Background: an optimization exercise with open tools, aiming at small area, a short achievable clock period and few clock cycles. Do not read the settings as production practice. For this run, only the layout was checked, not whether the RTL still works. Power is estimated from default activity; no workload was simulated.

==> design/flow/design.v <==
module psiframe_pkt (
  input  wire        clk,
  input  wire        rst,             
  input  wire        cmd_valid,
  input  wire [63:0] cmd,
  output wire        cmd_ready,
  output wire        ev_valid,
  output wire [9:0]  ev,
  output wire [41:0] ev_pcr,
  input  wire        ev_ready,
  output wire        idle,
  output wire [63:0] st
);
  localparam [1:0] M_IDLE = 2'd0, M_PKT = 2'd2, M_FAULT = 2'd3;
  localparam [3:0] F_FIELD = 4'd2, F_SEQ = 4'd3, F_DUP = 4'd4, F_NOTFOUND = 4'd5,
                   F_OPCODE = 4'd6, F_FULL = 4'd7;
  localparam [3:0] C_NOP = 4'b0000, C_ABORT = 4'b0001, C_ADD = 4'b1000,
                   C_DROP = 4'b1001, C_LD = 4'b1010, C_OPEN = 4'b1011,
                   C_BYTE = 4'b1100, C_FILL = 4'b1101;
  localparam [2:0] G_IDLE = 3'd0, G_OPEN = 3'd1, G_FILL = 3'd2, G_BYTE = 3'd3,
                   G_PE = 3'd4, G_AB = 3'd5;
  reg [1:0]  mode;
  reg [3:0]  fault;
  reg        pcrv;
  reg [41:0] pcr;
  reg [7:0]  pkleft;
  reg        pkpcrv;       
  reg [3:0]  pkslot;       
  reg [3:0]  ccr;          
  reg        rv  [0:15];
  reg [12:0] rpid[0:15];
  reg [3:0]  rcc [0:15];
  reg        crdy;
  reg        cv;
  reg        cunk;         
  reg [3:0]  cop;
  reg        chi;          
  reg [41:0] cf;           
  reg        J;            
  reg [2:0]  gk;
  reg [7:0]  gd;           
  reg        gpe;          
  reg        evv;
  reg [9:0]  evq;
  reg        evpep;        
  reg        idle_q;
  reg [33:0] dq;
  reg [6:0]  drem;
  reg [4:0]  dcnt;
  assign cmd_ready = crdy;
  assign ev_valid  = evv;
  assign ev        = evq;
  assign ev_pcr    = pcr;
  assign idle      = idle_q;
  assign st = {32'hFFFFFFFF, 1'b0, pkleft, 15'd0, pcrv, 1'b0, fault, mode};
  wire [7:0] iop  = cmd[63:56];
  wire       iunk = (|iop[7:6]) | (|iop[4:3]) |
                    (iop[5] ? (iop[2] & iop[1]) : (|iop[2:1]));
  wire [3:0] icop = {iop[5], iop[2:0]};
  wire is_nop   = cop == C_NOP;
  wire is_abort = cop == C_ABORT;
  wire is_add   = cop == C_ADD;
  wire is_drop  = cop == C_DROP;
  wire is_ld    = cop == C_LD;
  wire is_open  = cop == C_OPEN;
  wire is_byte  = cop == C_BYTE;
  wire is_fill  = cop == C_FILL;
  wire [12:0] pid  = cf[12:0];
  wire        pusi = cf[13];
  wire        tp   = cf[14];
  wire        rai  = cf[15];
  wire        pcrf = cf[16];
  wire [7:0]  np   = cf[31:24];
  wire g41_32 = |cf[41:32];
  wire g23_17 = |cf[23:17];
  wire g31_13 = (|cf[31:24]) | g23_17 | (|cf[16:13]);
  wire g12_8  = |cf[12:8];
  wire g7_0   = |cf[7:0];
  reg rsv;
  always @(*) begin
    case (cop)
      C_ADD, C_DROP: rsv = chi | g41_32 | g31_13;
      C_LD:          rsv = chi;
      C_OPEN:        rsv = chi | g41_32 | g23_17;
      C_BYTE:        rsv = chi | g41_32 | g31_13 | g12_8;
      default:       rsv = chi | g41_32 | g31_13 | g12_8 | g7_0;
    endcase
  end
  reg [15:0] hit, freev;
  reg        anyfree;
  integer i;
  always @(*) begin
    anyfree = 1'b0;
    for (i = 0; i < 16; i = i + 1) begin
      hit[i]   = rv[i] && rpid[i] == pid;
      freev[i] = !rv[i] && !anyfree;
      anyfree  = anyfree | !rv[i];
    end
  end
  wire anyhit = |hit;
  reg [3:0] hslot, fslot, hcc;
  always @(*) begin
    hslot = 4'd0;
    fslot = 4'd0;
    hcc   = 4'd0;
    for (i = 0; i < 16; i = i + 1) begin
      if (hit[i])   hslot = hslot | i[3:0];
      if (freev[i]) fslot = fslot | i[3:0];
      if (hit[i])   hcc   = hcc | rcc[i];
    end
  end
  wire np0      = np == 8'd0;
  wire fielderr = (np > 8'd184) | (pcrf & (np > 8'd176)) | (rai & (np > 8'd182)) |
                  (pusi & np0);
  wire pcrge    = cf[41:33] >= 9'd300;
  wire midle    = mode == M_IDLE;
  reg [3:0] fcode;
  always @(*) begin
    fcode = 4'd0;
    if (cunk)                                  fcode = F_OPCODE;
    else if (rsv)                              fcode = F_FIELD;
    else case (cop)
      C_ADD:
        if (!midle)                            fcode = F_SEQ;
        else if (anyhit)                       fcode = F_DUP;
        else if (!anyfree)                     fcode = F_FULL;
      C_DROP:
        if (!midle)                            fcode = F_SEQ;
        else if (!anyhit)                      fcode = F_NOTFOUND;
      C_LD:
        if (!midle)                            fcode = F_SEQ;
        else if (pcrge)                        fcode = F_FIELD;
      C_OPEN:
        if (!midle)                            fcode = F_SEQ;
        else if (fielderr)                     fcode = F_FIELD;
        else if (!anyhit)                      fcode = F_NOTFOUND;
        else if (pcrf && !pcrv)                fcode = F_SEQ;
      C_BYTE, C_FILL:
        if (mode != M_PKT)                     fcode = F_SEQ;
      default: ;
    endcase
  end
  wire fm    = mode == M_FAULT;
  wire go    = cv & J;
  wire abw   = !cunk & is_abort & !rsv;           
  wire ok    = !fm & (fcode == 4'd0);
  wire xg    = go & ok;                            
  wire do_ab = go & (fm ? abw : (ok & is_abort));  
  wire last_byte = pkleft == 8'd1;
  wire x_open = xg & is_open;
  wire x_byte = xg & is_byte;
  wire x_fill = xg & is_fill;
  wire x_add  = xg & is_add;
  wire x_drop = xg & is_drop;
  wire x_ld   = xg & is_ld;
  wire x_close = x_fill | (x_byte & last_byte);  
  reg [2:0] eg_k;
  reg [7:0] eg_d;
  reg       eg_pe;
  always @(*) begin
    eg_k  = gk;
    eg_d  = gd;
    eg_pe = gpe;
    if (go) begin
      eg_k  = G_IDLE;
      eg_d  = 8'd0;
      eg_pe = 1'b0;
      if (do_ab && (fm || !midle))
        eg_k = G_AB;
      else if (x_open)
        eg_k = G_OPEN;
      else if (x_fill)
        eg_k = G_FILL;
      else if (x_byte) begin
        eg_k  = G_BYTE;
        eg_d  = cf[7:0];
        eg_pe = last_byte;
      end
    end
  end
  wire [7:0] dt1  = {drem, dq[33]};
  wire       dq1  = dt1 >= 8'd75;
  wire [6:0] dr1  = dq1 ? dt1 - 8'd75 : dt1[6:0];
  wire [7:0] dt0  = {dr1, dq[32]};
  wire       dq0  = dt0 >= 8'd75;
  wire [6:0] drem0 = dq0 ? dt0 - 8'd75 : dt0[6:0];
  wire [32:0] base = dq[32:0];
  wire [8:0]  ext  = {drem, pcr[1:0]};
  wire [47:0] pcr_field = {base, 6'b111111, ext};
  wire        ddone = dcnt == 5'd0;
  wire [3:0] ccf  = np0 ? ccr - 4'd1 : ccr;
  wire [7:0] aflen = 8'd183 - np;
  reg  [7:0] open_byte;
  reg        open_wait;
  always @(*) begin
    open_wait = 1'b0;
    case (eg_d)
      8'd0: open_byte = 8'h47;
      8'd1: open_byte = {1'b0, pusi, tp, pid[12:8]};
      8'd2: open_byte = pid[7:0];
      8'd3: open_byte = {2'b00, np != 8'd184, !np0, ccf};
      8'd4: open_byte = aflen;
      8'd5: open_byte = {1'b0, rai, 1'b0, pcrf, 4'b0000};
      8'd6: begin open_byte = pcrf ? pcr_field[47:40] : 8'hFF; open_wait = pcrf & !ddone; end
      8'd7: open_byte = pcrf ? pcr_field[39:32] : 8'hFF;
      8'd8: open_byte = pcrf ? pcr_field[31:24] : 8'hFF;
      8'd9: open_byte = pcrf ? pcr_field[23:16] : 8'hFF;
      8'd10: open_byte = pcrf ? pcr_field[15:8] : 8'hFF;
      8'd11: open_byte = pcrf ? pcr_field[7:0] : 8'hFF;
      default: open_byte = 8'hFF;
    endcase
  end
  wire open_last = (eg_d + np) == 8'd187;
  reg [9:0] cur;
  reg       has;
  always @(*) begin
    has = eg_k != G_IDLE;
    case (eg_k)
      G_OPEN: begin cur = {2'b01, open_byte}; has = !open_wait; end
      G_FILL: cur = {2'b01, 8'hFF};
      G_BYTE: cur = {2'b01, eg_d};
      G_PE:   cur = {2'b10, 6'd0, pkpcrv, !pkpcrv};
      default: cur = {2'b10, 8'h03};
    endcase
  end
  wire ofree = !evv | ev_ready;
  wire adv   = ofree & has;                         
  reg [2:0] n_k;
  reg [7:0] n_d;
  reg       n_pe;
  reg       open_done;
  always @(*) begin
    n_k  = eg_k;
    n_d  = eg_d;
    n_pe = eg_pe;
    open_done = 1'b0;
    if (adv) begin
      case (eg_k)
        G_OPEN:
          if (open_last) begin
            n_k = np0 ? G_PE : G_IDLE;
            open_done = 1'b1;
          end else
            n_d = eg_d + 8'd1;
        G_FILL: if (last_byte) n_k = G_PE;
        G_BYTE: n_k = eg_pe ? G_PE : G_IDLE;
        default: n_k = G_IDLE;
      endcase
    end
  end
  wire n_evv   = ofree ? has : evv;
  wire n_evpep = ofree ? (has && eg_k == G_PE && pkpcrv) : evpep;
  wire n_J     = (n_k == G_IDLE) && !n_evpep;
  wire n_cv    = crdy ? cmd_valid : (go ? x_open : (cv & !open_done));
  wire n_open  = crdy ? (icop == C_OPEN) : (cop == C_OPEN);
  wire n_crdy  = !n_cv | (n_J & !n_open);
  integer j;
  always @(posedge clk) begin
    if (crdy) begin
      cunk <= iunk;
      cop  <= icop;
      chi  <= |cmd[55:42];
      cf   <= cmd[41:0];
    end
    gk  <= n_k;
    gd  <= n_d;
    gpe <= n_pe;
    if (ofree) evq <= cur;
    if (x_ld) begin
      dq   <= cf[35:2];
      drem <= {1'b0, cf[41:36]};
      dcnt <= 5'd17;
    end else if (!ddone) begin
      dq   <= {dq[31:0], dq1, dq0};
      drem <= drem0;
      dcnt <= dcnt - 5'd1;
    end
    if (do_ab) begin
      mode   <= M_IDLE;
      fault  <= 4'd0;
      pcrv   <= 1'b0;
      pkleft <= 8'd0;
    end else if (go && !fm && !ok) begin
      mode  <= M_FAULT;
      fault <= fcode;
    end
    if (x_ld) begin
      pcr  <= cf;
      pcrv <= 1'b1;
    end
    if (x_open) begin
      if (pcrf) pcrv <= 1'b0;
      pkpcrv <= pcrf;
      pkslot <= hslot;
      ccr    <= hcc;
      if (!np0) begin
        mode   <= M_PKT;
        pkleft <= np;
      end
    end
    if (x_byte | (adv && eg_k == G_FILL))
      pkleft <= pkleft - 8'd1;
    if (x_close)
      mode <= M_IDLE;
    for (j = 0; j < 16; j = j + 1) begin
      if (x_add && freev[j]) begin
        rpid[j] <= pid;
        rcc[j]  <= 4'd0;
      end
      if (x_close && pkslot == j[3:0])
        rcc[j] <= ccr + 4'd1;
    end
    if (rst) begin
      mode   <= M_IDLE;
      fault  <= 4'd0;
      pcrv   <= 1'b0;
      pkleft <= 8'd0;
      crdy   <= 1'b1;
      cv     <= 1'b0;
      J      <= 1'b1;
      gk     <= G_IDLE;
      evv    <= 1'b0;
      evpep  <= 1'b0;
      idle_q <= 1'b1;
      dcnt   <= 5'd0;
      for (j = 0; j < 16; j = j + 1)
        rv[j] <= 1'b0;
    end else begin
      crdy   <= n_crdy;
      cv     <= n_cv;
      J      <= n_J;
      evv    <= n_evv;
      evpep  <= n_evpep;
      idle_q <= !n_cv && n_k == G_IDLE && !n_evv;
      for (j = 0; j < 16; j = j + 1) begin
        if (x_add && freev[j]) rv[j] <= 1'b1;
        if (x_drop && hit[j])  rv[j] <= 1'b0;
      end
    end
  end
endmodule
==> design/flow/run.sh <==
#!/bin/bash
# synth_recipe.tcl (not shown) runs the flow's synth.tcl, then flattens the netlist and writes it again
# the make line also repeats each setting of config.mk as NAME=value (left out here)
make -C /OpenROAD-flow-scripts/flow DESIGN_CONFIG=/design/flow/config.mk WORK_HOME=/design/flow/orfs CLKGATE_MAP_FILE= SYNTH_SCRIPT=/design/flow/synth_recipe.tcl finish
==> design/flow/config.mk <==
export PLATFORM = sky130hd
export DESIGN_NAME = psiframe_pkt
export DESIGN_NICKNAME = psiframe_pkt
export VERILOG_FILES = /design/flow/design.v
export SDC_FILE = /design/flow/constraint.sdc
export NUM_CORES = 4
export LEC_CHECK = 0
export CAP_MARGIN = 20
export CORE_MARGIN = 2
export CORE_UTILIZATION = 40
export SLEW_MARGIN = 20
==> design/flow/constraint.sdc <==
create_clock -name core_clock -period 10.0 [get_ports {clk}]
set_input_delay 2.0000 -clock core_clock [delete_from_list [all_inputs] [get_ports {clk}]]
set_output_delay 2.0000 -clock core_clock [all_outputs]
set_load 0.01 [all_outputs]
==> summary.txt <==
* Status: finished clean
* Pwr dens at 187 nW/um2
* #FFs+latches synth at 475
* Multi-input gate area at 8300 um2
* Largest cells by area after synthesis: edfxtp_1 (56%), xnor2_1 (9.0%), dfxtp_1 (4.8%), nand4_1 (2.7%), nor2_1 (2.3%)
* Post-Syn Instances at ~1.8k
* Total number of vias at 15.7k
* GRT Util Overall at 21.6%
* Sw frac at 26.0%
* Hold-critical path depth at 0
* Worst-path maximum fanout at 24
* Dpl hpwl at 44600 um
* R2R Path End: crdy
* Tmin final at 6660 ps
* Tightest Pin Transition at 1110 ps
* Final Cycle Share at 66.6%
* CTS tree: built
* CP Launch Type: flop
* Setup TNS at 0 ps
* Row count at 87
* Peak supply drop at between 0.1 and 0.15 mV
* Area growth from synthesis to layout at 16.3%
* Worst Skew at between 40 and 50 ps
* Pin count of the biggest net entering global routing at 45
* Critical Path Sink: crdy
* Area fraction of the dominant cell type after synthesis at 55.7%
* FF-to-FF setup slack at ~3300 ps
* Cells on worst reg2reg path at 21
* Pleak at 8.22 nW
* Primary FF master, synth: edfxtp_1
* PostCTS Resize Cnt at 0
* Cts hold-fix bufs at 0
* Fin util at 46.9%
* CTS clk-pin slew, worst paths at 60 ps
* Post-Layout Inst Area at between 20000 and 30000 um2
* Reg area at 13700 um2
* Max clock buf depth at 3
* CP Data Required Time at 10430 ps
* Yosys synthesis warning count at 4
* Worst Path Arrival at 7090 ps
* Cell variety after synth at 83
* Worst reg2reg path startpoint: cf[8]
* Clock latency on the worst-skew pair at 600 ps
* Global-route wire length before repair at 97100 um
* Post-synth EDFFs at 421
* Comb pwr share at 13.5%
* Detail Route Antenna Nets at 0
* RD Place Congestion at 0.966
* Switch Pwr at 0.00129 W
* Clock Power Share at 36.4%
* Fmax at ~0.15 GHz
* Number of H-tree levels at 2
* Worst hold-check path type: flop to flop
* Post-synth ARST share at 0%
* Wirelength per Cell at 23.4 um
* Initial DRT Pass Iterations at 8
* Initial Util at 40.3%
* Final setup margin at ~3300 ps
* Reg power frac at roughly 50%
* Gr ovfl total at 0
* Initial drt markers at ~1.7k
* Final net count at 2054
* Die W at approximately 240 um
* I/O Pins at between 150 and 200
* DRC Markers at 0
* Int Pwr at 0.00366 W
* Initial antenna violation count at 0
* Root Driver: clkbuf_16
* Final hold vios at 0
* Pre-CTS WS at 3440 ps
* DP Area at approximately 25000 um2
* TritonCTS buffer count at 50
* DR vias/cell at ~5.7
* Diode count at 0
* Total clock sinks at 475
* Proportion of layout cells with a drive suffix above 1 at 8.65%
* Die H at 242 um
* Syn avg cell area at ~13 um2
* Synth area leader: edfxtp_1
* # port buffers at 136
* CP endpoint kind: flop
* DIE AREA at 58600 um2
* Worst setup path startpoint: cf[8]
* Core Footprint at between 50000 and 60000 um2
* Setup Buffers After CTS at 0
* Fillers at 5062
* Mapped cell area at 22700 um2
* CP Class: flop to flop
* Pins Over Slew Limit at 0
* Vias in the first global route at 15.5k
* Slew margin rel. at 25.7%
* Final setup viols at 0
* Max-cap violations at 0
* Total Routed Length at 64400 um
* RSZ-0062 raised after global routing: no
* Sequential-to-total area share from yosys stat at 60.5%
-- power by group through the flow --
stage          Combinational (W)  Clock (W)  Sequential [W]
3_5_place_dp            0.000662          0         0.00251
4_1_cts                 0.000668    0.00183         0.00247
6_report                0.000668    0.00180         0.00247
2_1_floorplan           0.000492          0         0.00246
5_1_grt                 0.000745    0.00190         0.00249
3_3_place_gp            0.000647          0         0.00251
-- cells in the final DEF, fill, tap and decap left out, drive strengths merged, types with 8 or more instances in the layout --
master | Yosys | routed
a211oi | 17 | 17
a21oi | 48 | 48
a221oi | 37 | 37
a22o | 22 | 22
a22oi | 11 | 11
a31oi | 9 | 9
and2 | 8 | 8
and3 | 9 | 9
buf | 90 | 44
clkbuf | 35 | 70
clkdlybuf4s50 | 0 | 136
clkinv | 0 | 12
conb | 2 | 50
dfxtp | 54 | 54
edfxtp | 421 | 421
ha | 24 | 24
inv | 44 | 45
mux2 | 36 | 36
nand2 | 118 | 118
nand2b | 15 | 15
nand3 | 36 | 36
nand4 | 98 | 98
nor2 | 139 | 139
nor2b | 15 | 15
nor3 | 27 | 27
nor4 | 65 | 65
o21ai | 68 | 68
o22ai | 8 | 8
or3 | 8 | 8
xnor2 | 232 | 232
xor2 | 11 | 11
-- through the flow --
stage               hold WS [ps]  total power [W]  cells
floorplan                    442          0.00296   1854
global placement             431          0.00316   2663
detailed placement           442          0.00317   2663
CTS                          453          0.00497   2753
global route                 460          0.00513   2755
finish                       450          0.00494   2755
-- cell families after synthesis --
logic type      count (synthesis)  share of synthesized area (%)
compound gates                282                           8.82
buf+inv                       169                           4.25
fa+ha+maj                      25                           1.41
mux                            40                           1.96
simple gates                  570                           13.7
xor+xnor                      243                           9.38
flops                         475                           60.5
other cells                     2                         0.0331
-- synth_stat cells (all sizes together), types with 9 or more instances --
cell type / instances
a31oi: 9
a211oi: 17
nor3: 27
a22o: 22
nand3: 36
inv: 44
nor2: 139
a221oi: 37
nand2: 118
nor4: 65
and3: 9
ha: 24
nand4: 98
clkbuf: 35
buf: 90
a21oi: 48
nand2b: 15
nor2b: 15
mux2: 36
edfxtp: 421
xnor2: 232
xor2: 11
a22oi: 11
o21ai: 68
dfxtp: 54
-- metal layers --
layer / routed length (um) / vias up / global-route usage (%) / part of all wire [%]
met2: 30100 / 726 / 35.0 / 47
met5: 0 / - / 0 / 0
li1: - / 7032 / - / -
met1: 27500 / 7784 / 29.4 / 43
met4: 1980 / 0 / 7.66 / 3.1
met3: 4830 / 131 / 3.63 / 7.5
-- critical path: stages, from the launching register on --
cell	delay, ps
edfxtp_1	770
buf_4	470
xnor2_1	200
nand4_1	170
nor4_4	570
nor4_1	140
nand4_1	210
nand3_2	160
o21a_1	250
o31ai_1	710
ha_1	400
a221oi_1	340
xnor2_1	120
nor3_1	130
a31oi_1	50
or4_1	570
nor2b_1	180
mux2_2	170
o2111ai_1	110
and3b_1	230
o31ai_1	360
o41ai_1	130
-- area by class of cell --
class,instances,share of cell area [%]
clock buffer,70,5.10
multi-input combinational,1210,31.5
clock inverter,20,0.815
inverter,44,0.626
sequential,475,52.0
tap,756,3.58
timing repair buffer,180,6.42
-- registers in the layout, summed over array words and instances, names as in the netlist, 4 cells and up --
name and cells:
drem 7, pkslot 4, evq 10, rv 16, pcr 42, dcnt 5, pkleft 8, cf 42
rcc 64, rpid 208, ccr 4, cop 4, gd 8, dq 34
-- worst min path at each step --
stage | to | slack (ps) | startpoint
3_5_place_dp | pcr[3] | 440 | cf[3]
3_3_place_gp | pcr[7] | 430 | cf[7]
4_1_cts | pcr[7] | 450 | cf[7]
2_1_floorplan | gpe | 440 | gpe
6_report | pcr[7] | 450 | cf[7]
5_1_grt | pcr[7] | 460 | cf[7]

-- static timing again, ports no longer ideal --
The flow's constraints put no driver on any port. The routed layout listed below was extracted and timed again, unchanged, in two steps. Step 1, drivers: a clkbuf_16 drives clk and a buf_2 each remaining input, both assumed. Step 2, shift: input delay + t, output delay - t, t = (earliest + latest rising clock arrival at the registers) / 2. This alone moves slack from input paths to output paths. a / b / c = ideal ports / drivers / drivers and shift; a / b = the first two.
t, ns: 0.642
setup WS [ns]: 3.341 / 3.341 / 3.341
worst setup path at the end: register to register
slew at the worst register clock pin (ns): 0.07 / 0.07
After both steps setup and hold are still met in this run. For this run, drivers alone change the setup slack by 0.000 ns; drivers and shift together by 0.000 ns.
